What follows belongs to an exercise in optimizing a design on an open flow for small area and a short achievable clock period; a production flow would make more cautious choices. In this exercise RTL edits were held to simulation tests only and were not proved equivalent to the original.

===== flow/run.sh =====
#!/bin/bash
# synth_recipe.tcl (not shown) runs the flow's synth.tcl, then flattens the netlist and writes it again
# the make line also repeats each setting of config.mk as NAME=value (left out here)
make -C /OpenROAD-flow-scripts/flow DESIGN_CONFIG=/design/flow/config.mk WORK_HOME=/design/flow/orfs CLKGATE_MAP_FILE= SYNTH_SCRIPT=/design/flow/synth_recipe.tcl finish

===== flow/config.mk =====
export PLATFORM = sky130hd
export DESIGN_NAME = fpconv
export DESIGN_NICKNAME = fpconv
export VERILOG_FILES = /design/flow/design.v
export SDC_FILE = /design/flow/constraint.sdc
export NUM_CORES = 4
export LEC_CHECK = 0
export CAP_MARGIN = 20
export CORE_MARGIN = 2
export CORE_UTILIZATION = 30
export SLEW_MARGIN = 20

===== flow/constraint.sdc =====
create_clock -name core_clock -period 5.0 [get_ports {clk}]
set_input_delay 1.0000 -clock core_clock [delete_from_list [all_inputs] [get_ports {clk}]]
set_output_delay 1.0000 -clock core_clock [all_outputs]
set_load 0.01 [all_outputs]

===== flow/design.v =====
module fpconv_classify (
    input  wire [127:0] v,
    input  wire [1:0]   w,
    output reg  [2:0]   cls
);
    localparam [2:0] C_NORMAL   = 3'd0;
    localparam [2:0] C_DENORMAL = 3'd1;
    localparam [2:0] C_INFINITY = 3'd2;
    localparam [2:0] C_NAN      = 3'd3;
    localparam [2:0] C_UNREC    = 3'd4;
    wire [7:0]   e32 = v[30:23];
    wire [22:0]  f32 = v[22:0];
    wire [10:0]  e64 = v[62:52];
    wire [51:0]  f64 = v[51:0];
    wire [14:0]  e80 = v[78:64];
    wire         j80 = v[63];
    wire [62:0]  m80 = v[62:0];
    wire [14:0]  e128 = v[126:112];
    wire [111:0] f128 = v[111:0];
    always @(*) begin
        case (w)
            2'd0: begin
                if (e32 == 8'h00)       cls = C_DENORMAL;
                else if (e32 == 8'hFF)  cls = (f32 == 23'd0) ? C_INFINITY : C_NAN;
                else                    cls = C_NORMAL;
            end
            2'd1: begin
                if (e64 == 11'h000)      cls = C_DENORMAL;
                else if (e64 == 11'h7FF) cls = (f64 == 52'd0) ? C_INFINITY : C_NAN;
                else                     cls = C_NORMAL;
            end
            2'd2: begin
                if (e80 == 15'h0000)      cls = C_DENORMAL;
                else if (!j80)            cls = C_UNREC;
                else if (e80 == 15'h7FFF) cls = (m80 == 63'd0) ? C_INFINITY : C_NAN;
                else                      cls = C_NORMAL;
            end
            default: begin
                if (e128 == 15'h0000)      cls = C_DENORMAL;
                else if (e128 == 15'h7FFF) cls = (f128 == 112'd0) ? C_INFINITY : C_NAN;
                else                       cls = C_NORMAL;
            end
        endcase
    end
endmodule
module fpconv_core (
    input  wire [2:0]  op,
    input  wire [1:0]  wsel,
    input  wire [63:0] x0,
    input  wire [63:0] x1,
    input  wire [1:0]  layout,
    input  wire        host_le,
    output reg  [63:0] y0,
    output reg  [63:0] y1,
    output reg  [2:0]  cls,
    output reg  [1:0]  err
);
    localparam [2:0] OP_ENCX     = 3'd0;
    localparam [2:0] OP_DECX     = 3'd1;
    localparam [2:0] OP_ENCF32   = 3'd2;
    localparam [2:0] OP_DECF32   = 3'd3;
    localparam [2:0] OP_ENCF64   = 3'd4;
    localparam [2:0] OP_DECF64   = 3'd5;
    localparam [2:0] OP_CLASSIFY = 3'd6;
    localparam [1:0] L_DOUBLE = 2'd0;
    localparam [1:0] L_X87    = 2'd1;
    localparam [1:0] L_QUAD   = 2'd2;
    localparam [1:0] L_NONE   = 2'd3;
    localparam [2:0] C_NORMAL   = 3'd0;
    localparam [2:0] C_DENORMAL = 3'd1;
    localparam [2:0] C_UNREC    = 3'd4;
    localparam [1:0] E_NONE    = 2'd0;
    localparam [1:0] E_PATTERN = 2'd1;
    localparam [1:0] E_LAYOUT  = 2'd2;
    wire [2:0] cls_req;
    fpconv_classify u_cls_req (.v({x1, x0}), .w(wsel), .cls(cls_req));
    wire [63:0] nh = host_le ? x1 : x0;
    wire [63:0] nl = host_le ? x0 : x1;
    reg  [127:0] enc_v;
    reg  [1:0]   enc_w;
    always @(*) begin
        case (layout)
            L_DOUBLE: begin enc_v = {64'd0, x0};               enc_w = 2'd1; end
            L_X87:    begin enc_v = {48'd0, nh[15:0], nl};     enc_w = 2'd2; end
            default:  begin enc_v = {nh, nl};                  enc_w = 2'd3; end
        endcase
    end
    wire [2:0] cls_enc;
    fpconv_classify u_cls_enc (.v(enc_v), .w(enc_w), .cls(cls_enc));
    wire [10:0] d_e = x0[62:52];
    reg  [14:0] enc_e;
    always @(*) begin
        if (cls_enc == C_NORMAL)        enc_e = {4'd0, d_e} + 15'd15360;
        else if (cls_enc == C_DENORMAL) enc_e = 15'h0000;
        else                            enc_e = 15'h7FFF;
    end
    reg [63:0] enc_hi, enc_lo;
    reg [1:0]  enc_err;
    always @(*) begin
        enc_hi  = 64'd0;
        enc_lo  = 64'd0;
        enc_err = E_NONE;
        case (layout)
            L_DOUBLE: begin
                enc_hi = {x0[63], enc_e, x0[51:4]};
                enc_lo = {x0[3:0], 60'd0};
            end
            L_X87: begin
                enc_hi = (nh << 48) | (nl >> 16);
                enc_lo = nl << 48;
            end
            L_QUAD: begin
                enc_hi = nh;
                enc_lo = nl;
            end
            default: enc_err = E_LAYOUT;
        endcase
        if (enc_err == E_NONE && cls_enc == C_UNREC)
            enc_err = E_PATTERN;
    end
    wire [63:0] p_hi = x0;
    wire [63:0] p_lo = x1;
    wire [2:0] cls_dec;
    fpconv_classify u_cls_dec (.v({p_hi, p_lo}), .w(2'd3), .cls(cls_dec));
    wire [14:0] p_e      = p_hi[62:48];
    wire [14:0] p_e_diff = p_e - 15'd15360;
    reg  [10:0] dec_e;
    always @(*) begin
        if (cls_dec == C_NORMAL)        dec_e = p_e_diff[10:0];
        else if (cls_dec == C_DENORMAL) dec_e = 11'h000;
        else                            dec_e = 11'h7FF;
    end
    wire [63:0] x87_nh = p_hi >> 48;
    wire [63:0] x87_nl = (p_hi << 16) | (p_lo >> 48);
    reg [63:0] dec_y0, dec_y1;
    reg [1:0]  dec_err;
    always @(*) begin
        dec_y0  = 64'd0;
        dec_y1  = 64'd0;
        dec_err = E_NONE;
        case (layout)
            L_DOUBLE: begin
                dec_y0 = {p_hi[63], dec_e, p_hi[47:0], p_lo[63:60]};
                dec_y1 = 64'd0;
            end
            L_X87: begin
                dec_y0 = host_le ? x87_nl : x87_nh;
                dec_y1 = host_le ? x87_nh : x87_nl;
            end
            L_QUAD: begin
                dec_y0 = host_le ? p_lo : p_hi;
                dec_y1 = host_le ? p_hi : p_lo;
            end
            default: dec_err = E_LAYOUT;
        endcase
        if (dec_err == E_NONE && cls_dec == C_UNREC)
            dec_err = E_PATTERN;
    end
    always @(*) begin
        y0  = 64'd0;
        y1  = 64'd0;
        cls = 3'd0;
        err = E_NONE;
        case (op)
            OP_ENCX: begin
                err = enc_err;
                if (enc_err == E_NONE) begin
                    y0 = enc_hi;
                    y1 = enc_lo;
                end
            end
            OP_DECX: begin
                err = dec_err;
                if (dec_err == E_NONE) begin
                    y0 = dec_y0;
                    y1 = dec_y1;
                end
            end
            OP_ENCF32, OP_DECF32: y0 = {32'd0, x0[31:0]};
            OP_ENCF64, OP_DECF64: y0 = x0;
            OP_CLASSIFY:          cls = cls_req;
            default: ;             
        endcase
    end
endmodule
module fpconv (
    input  wire        clk,
    input  wire [2:0]  op,
    input  wire [1:0]  wsel,
    input  wire [63:0] x0,
    input  wire [63:0] x1,
    input  wire [1:0]  layout,
    input  wire        host_le,
    output reg  [63:0] y0,
    output reg  [63:0] y1,
    output reg  [2:0]  cls,
    output reg  [1:0]  err
);
    wire [63:0] y0_d, y1_d;
    wire [2:0]  cls_d;
    wire [1:0]  err_d;
    fpconv_core u_core (
        .op(op), .wsel(wsel), .x0(x0), .x1(x1),
        .layout(layout), .host_le(host_le),
        .y0(y0_d), .y1(y1_d), .cls(cls_d), .err(err_d)
    );
    always @(posedge clk) begin
        y0  <= y0_d;
        y1  <= y1_d;
        cls <= cls_d;
        err <= err_d;
    end
endmodule

==> reports/results.ini <==
[floorplanning]
die-area_mm2=0.0352
fp-row-count=67
io-pin-count=270
die_h_um=188
die_w_um=188
start_util_pct=30.3
coreArea_mm2=0.0334

[worst_setup_path]
critical_path_buf_inv_count=3
cp-end-kind=flip-flop
crit_family=simple AND/OR/NAND/NOR gates
start_kind=input pin
worstPathRequired_ps=5330
cp_cell_sequence=clkdlybuf4s50_1 > nor4_1 > and2_1 > and2_1 > a211oi_1 > a2111o_1 > o31ai_4 > buf_4 > o31ai_4 > buf_4 > a221oi_1 > o31ai_1
max_stage_delay_ps=1070
slowest_stage=nor4_1
crit_path_max_fanout=11
crit_type=in -> reg
arrival_ps=5140

[detailed_routing]
route.detailed.drc=0
ant_nets=0
drtPass1Iterations=9
wl_per_cell_um=31.8
initialDrtViolationCount=2386
wirelength_um=65600
vias_per_cell=6.57
num_vias=13500

[yosys]
yosys-top-cells-area=dfxtp_1 26%, mux2_2 11%, nand2_1 6.9%, a221o_1 4.9%, clkbuf_1 4.9%
synth_top_area_cell=dfxtp_1
synth_area_per_cell_um2=7.65
syn_area_mm2=0.0101
syn-num-nets=1465
synth.distinct_cells=71
yosysMostFrequentCell=nand2_1
yosysWarnings=3
synth-main-ff-cell=dfxtp_1
synth_top_area_share_pct=26.3
ys_seq_area_share_pct=26.3
yosys-top-cells-count=187 x nand2_1, 133 x dfxtp_1, 132 x clkbuf_1, 101 x nor2_1, 95 x mux2_2
synth_edf_count=0
syn_inst=1322
synth-seq-cells=133
async_reset_ff_share_pct=0

[global_routing]
grt_pass1_vias=12800
antenna_found_initial=3
grt_first_pass_wirelength_um=93200
grt_overflow=0
grt_max_degree=84
grt.total_usage_pct=36.1

[cts]
cts.sinks=133
cts_root_buffer=clkbuf_16
cts_setup_buffers=0
holdBufCountCts=0
numCtsBuffers=17
clockBufferDepth=2
cts_resized=0
h-tree-depth=4
cts_tree=done
cts.clk_slew.worst_paths_ps=60

[final_layout]
area_growth_pct=43.9
fin_cells=2061
nNetsFinal=1742
layout-drive-gt1-share_pct=18.2

[sta]
finalSetupTns_ps=0
drv_slew=0
worst_pin_slew_ps=1200
rsz0062_at_grt=false
fmax_mhz=208
slew_headroom_pct=19.0
finalHoldViolCount=0
fin_crit_ps=4810
setup_violations=0
fin_crit_sh_pct=96.2

[power]
powerDensity_mw_per_mm2=248
p_sw_share_pct=34.7
p_comb_share_pct=31.8
vdd_drop_max_v=0.000267
seqPwrFrac_pct=31.9
power.leakage_nw=5.32
finalPower_mw=3.61
internal-power_mw=2.36
p_sw_mw=1.25
p_clk_share_pct=36.3

[place]
placed_cells=2028
gp_congestion=1.04
hpwl_um=48800
io_buffers=269

[flow_run]
drv_cap=0

[status]
status=complete, no violations

[hold_path]
hp-class=in -> reg

[flip-flops by register name, summed over array words and instances, names as in the netlist]
| name | cells |
|---|---|
| err | 2 |
| y0 | 64 |
| cls | 3 |
| y1 | 64 |
[path summary, 6_finish.rpt]
path	endpoint	startpoint	slack, ps	cells after the start
max	y0[50]	x0[37]	190	12
min	y1[11]	host_le	1140	3
[cells in the final DEF (no fill, tap or decap), types with 5 or more instances in the layout]
cell type        count
a21o_1               5
a21oi_1             47
a221o_1             50
a221oi_1            17
a222oi_1            37
a22o_1               7
a22oi_1             50
a31oi_1             48
and2_1              13
and3_1              18
buf_12               6
buf_4              139
clkbuf_16           17
clkdlybuf4s50_1    268
clkinvlp_4           6
dfxtp_1            133
inv_1               12
mux2_2              95
mux2i_1             22
nand2_1            187
nand2b_1             9
nand3_1             38
nand4_1             24
nor2_1              99
nor2b_1             14
nor3_1              32
nor4_1              26
o211ai_1            14
o21ai_0             32
o221ai_1            21
o22ai_1             22
o31ai_1              9
or2_2                6
or4_1                7
[final cells by class]
cell class / count / area [µm²]
Multi-Input combinational cell: 1020 / 6840
Tap cell: 448 / 561
Inverter: 13 / 48.8
Timing Repair Buffer: 414 / 3860
Antenna cell: 1 / 2.50
Sequential cell: 133 / 2660
Fill cell: 3382 / 18800
Clock buffer: 20 / 457
Clock inverter: 12 / 129
[kinds of logic after synthesis]
kind of cell / after synthesis / synth area share [%]
buf+inv: 169 / 6.52
mux: 117 / 12.8
flops: 133 / 26.3
fa+ha+maj: 6 / 0.742
xor+xnor: 1 / 0.0866
compound gates: 404 / 30.7
simple gates: 492 / 22.9
[metrics by stage]
step	instance area, µm²	setup WS, ps	utilization, %	hold WS [ps]
4_1_cts	14600	555	43.6	1140
6_report	14600	192	43.6	1140
3_5_place_dp	14000	118	41.9	1600
3_3_place_gp	14000	147	41.9	1600
2_1_floorplan	10100	793	-	1070
5_1_grt	14600	162	43.6	1160
[power groups by stage]
stage               sequential, mW  combinational [mW]  clock [mW]
floorplan                     1.19               0.467           0
global placement              1.18                1.10           0
detailed placement            1.17                1.09           0
CTS                           1.15                1.10        1.31
global route                  1.15                1.18        1.36
finish                        1.15                1.15        1.31
[routing by layer]
metal / vias up / GRT usage, % / part of all wire (%)
li1: 5656 / - / -
met1: 6346 / 46.2 / 38
met2: 1258 / 54.2 / 42
met3: 282 / 10.2 / 13
met4: 0 / 21.2 / 7.4
met5: - / 0 / 0

## afterwards: timing with drivers on the ports
The results above use ideal ports. As a check the final layout listed here was re-extracted and re-timed, cells and wires unchanged. Step 1 (the two cells are an assumption about what drives the block):
set clk [get_ports {clk}]
set_driving_cell -lib_cell sky130_fd_sc_hd__clkbuf_16 $clk
set_driving_cell -lib_cell sky130_fd_sc_hd__buf_2 [delete_from_list [all_inputs] $clk]
Step 2 times the ports against the registers' clock, not the clock port: input delays grow and output delays shrink by t, the midpoint of the rising clock arrivals with the driver on. a / b / c = no drivers / after step 1 / after step 2; a / b = the first two.
t (ns): 0.510
setup WS [ns]: 0.192 / 0.213 / -0.297
worst setup path after step 2: input to register
worst data-port slew with drivers (ns): 0.06
cell pins on the clock port's net: 1
With both steps, setup timing fails in this run, where it was met with ideal ports. The setup slack of this run moves by +0.021 ns with the drivers and by -0.489 ns with both steps.
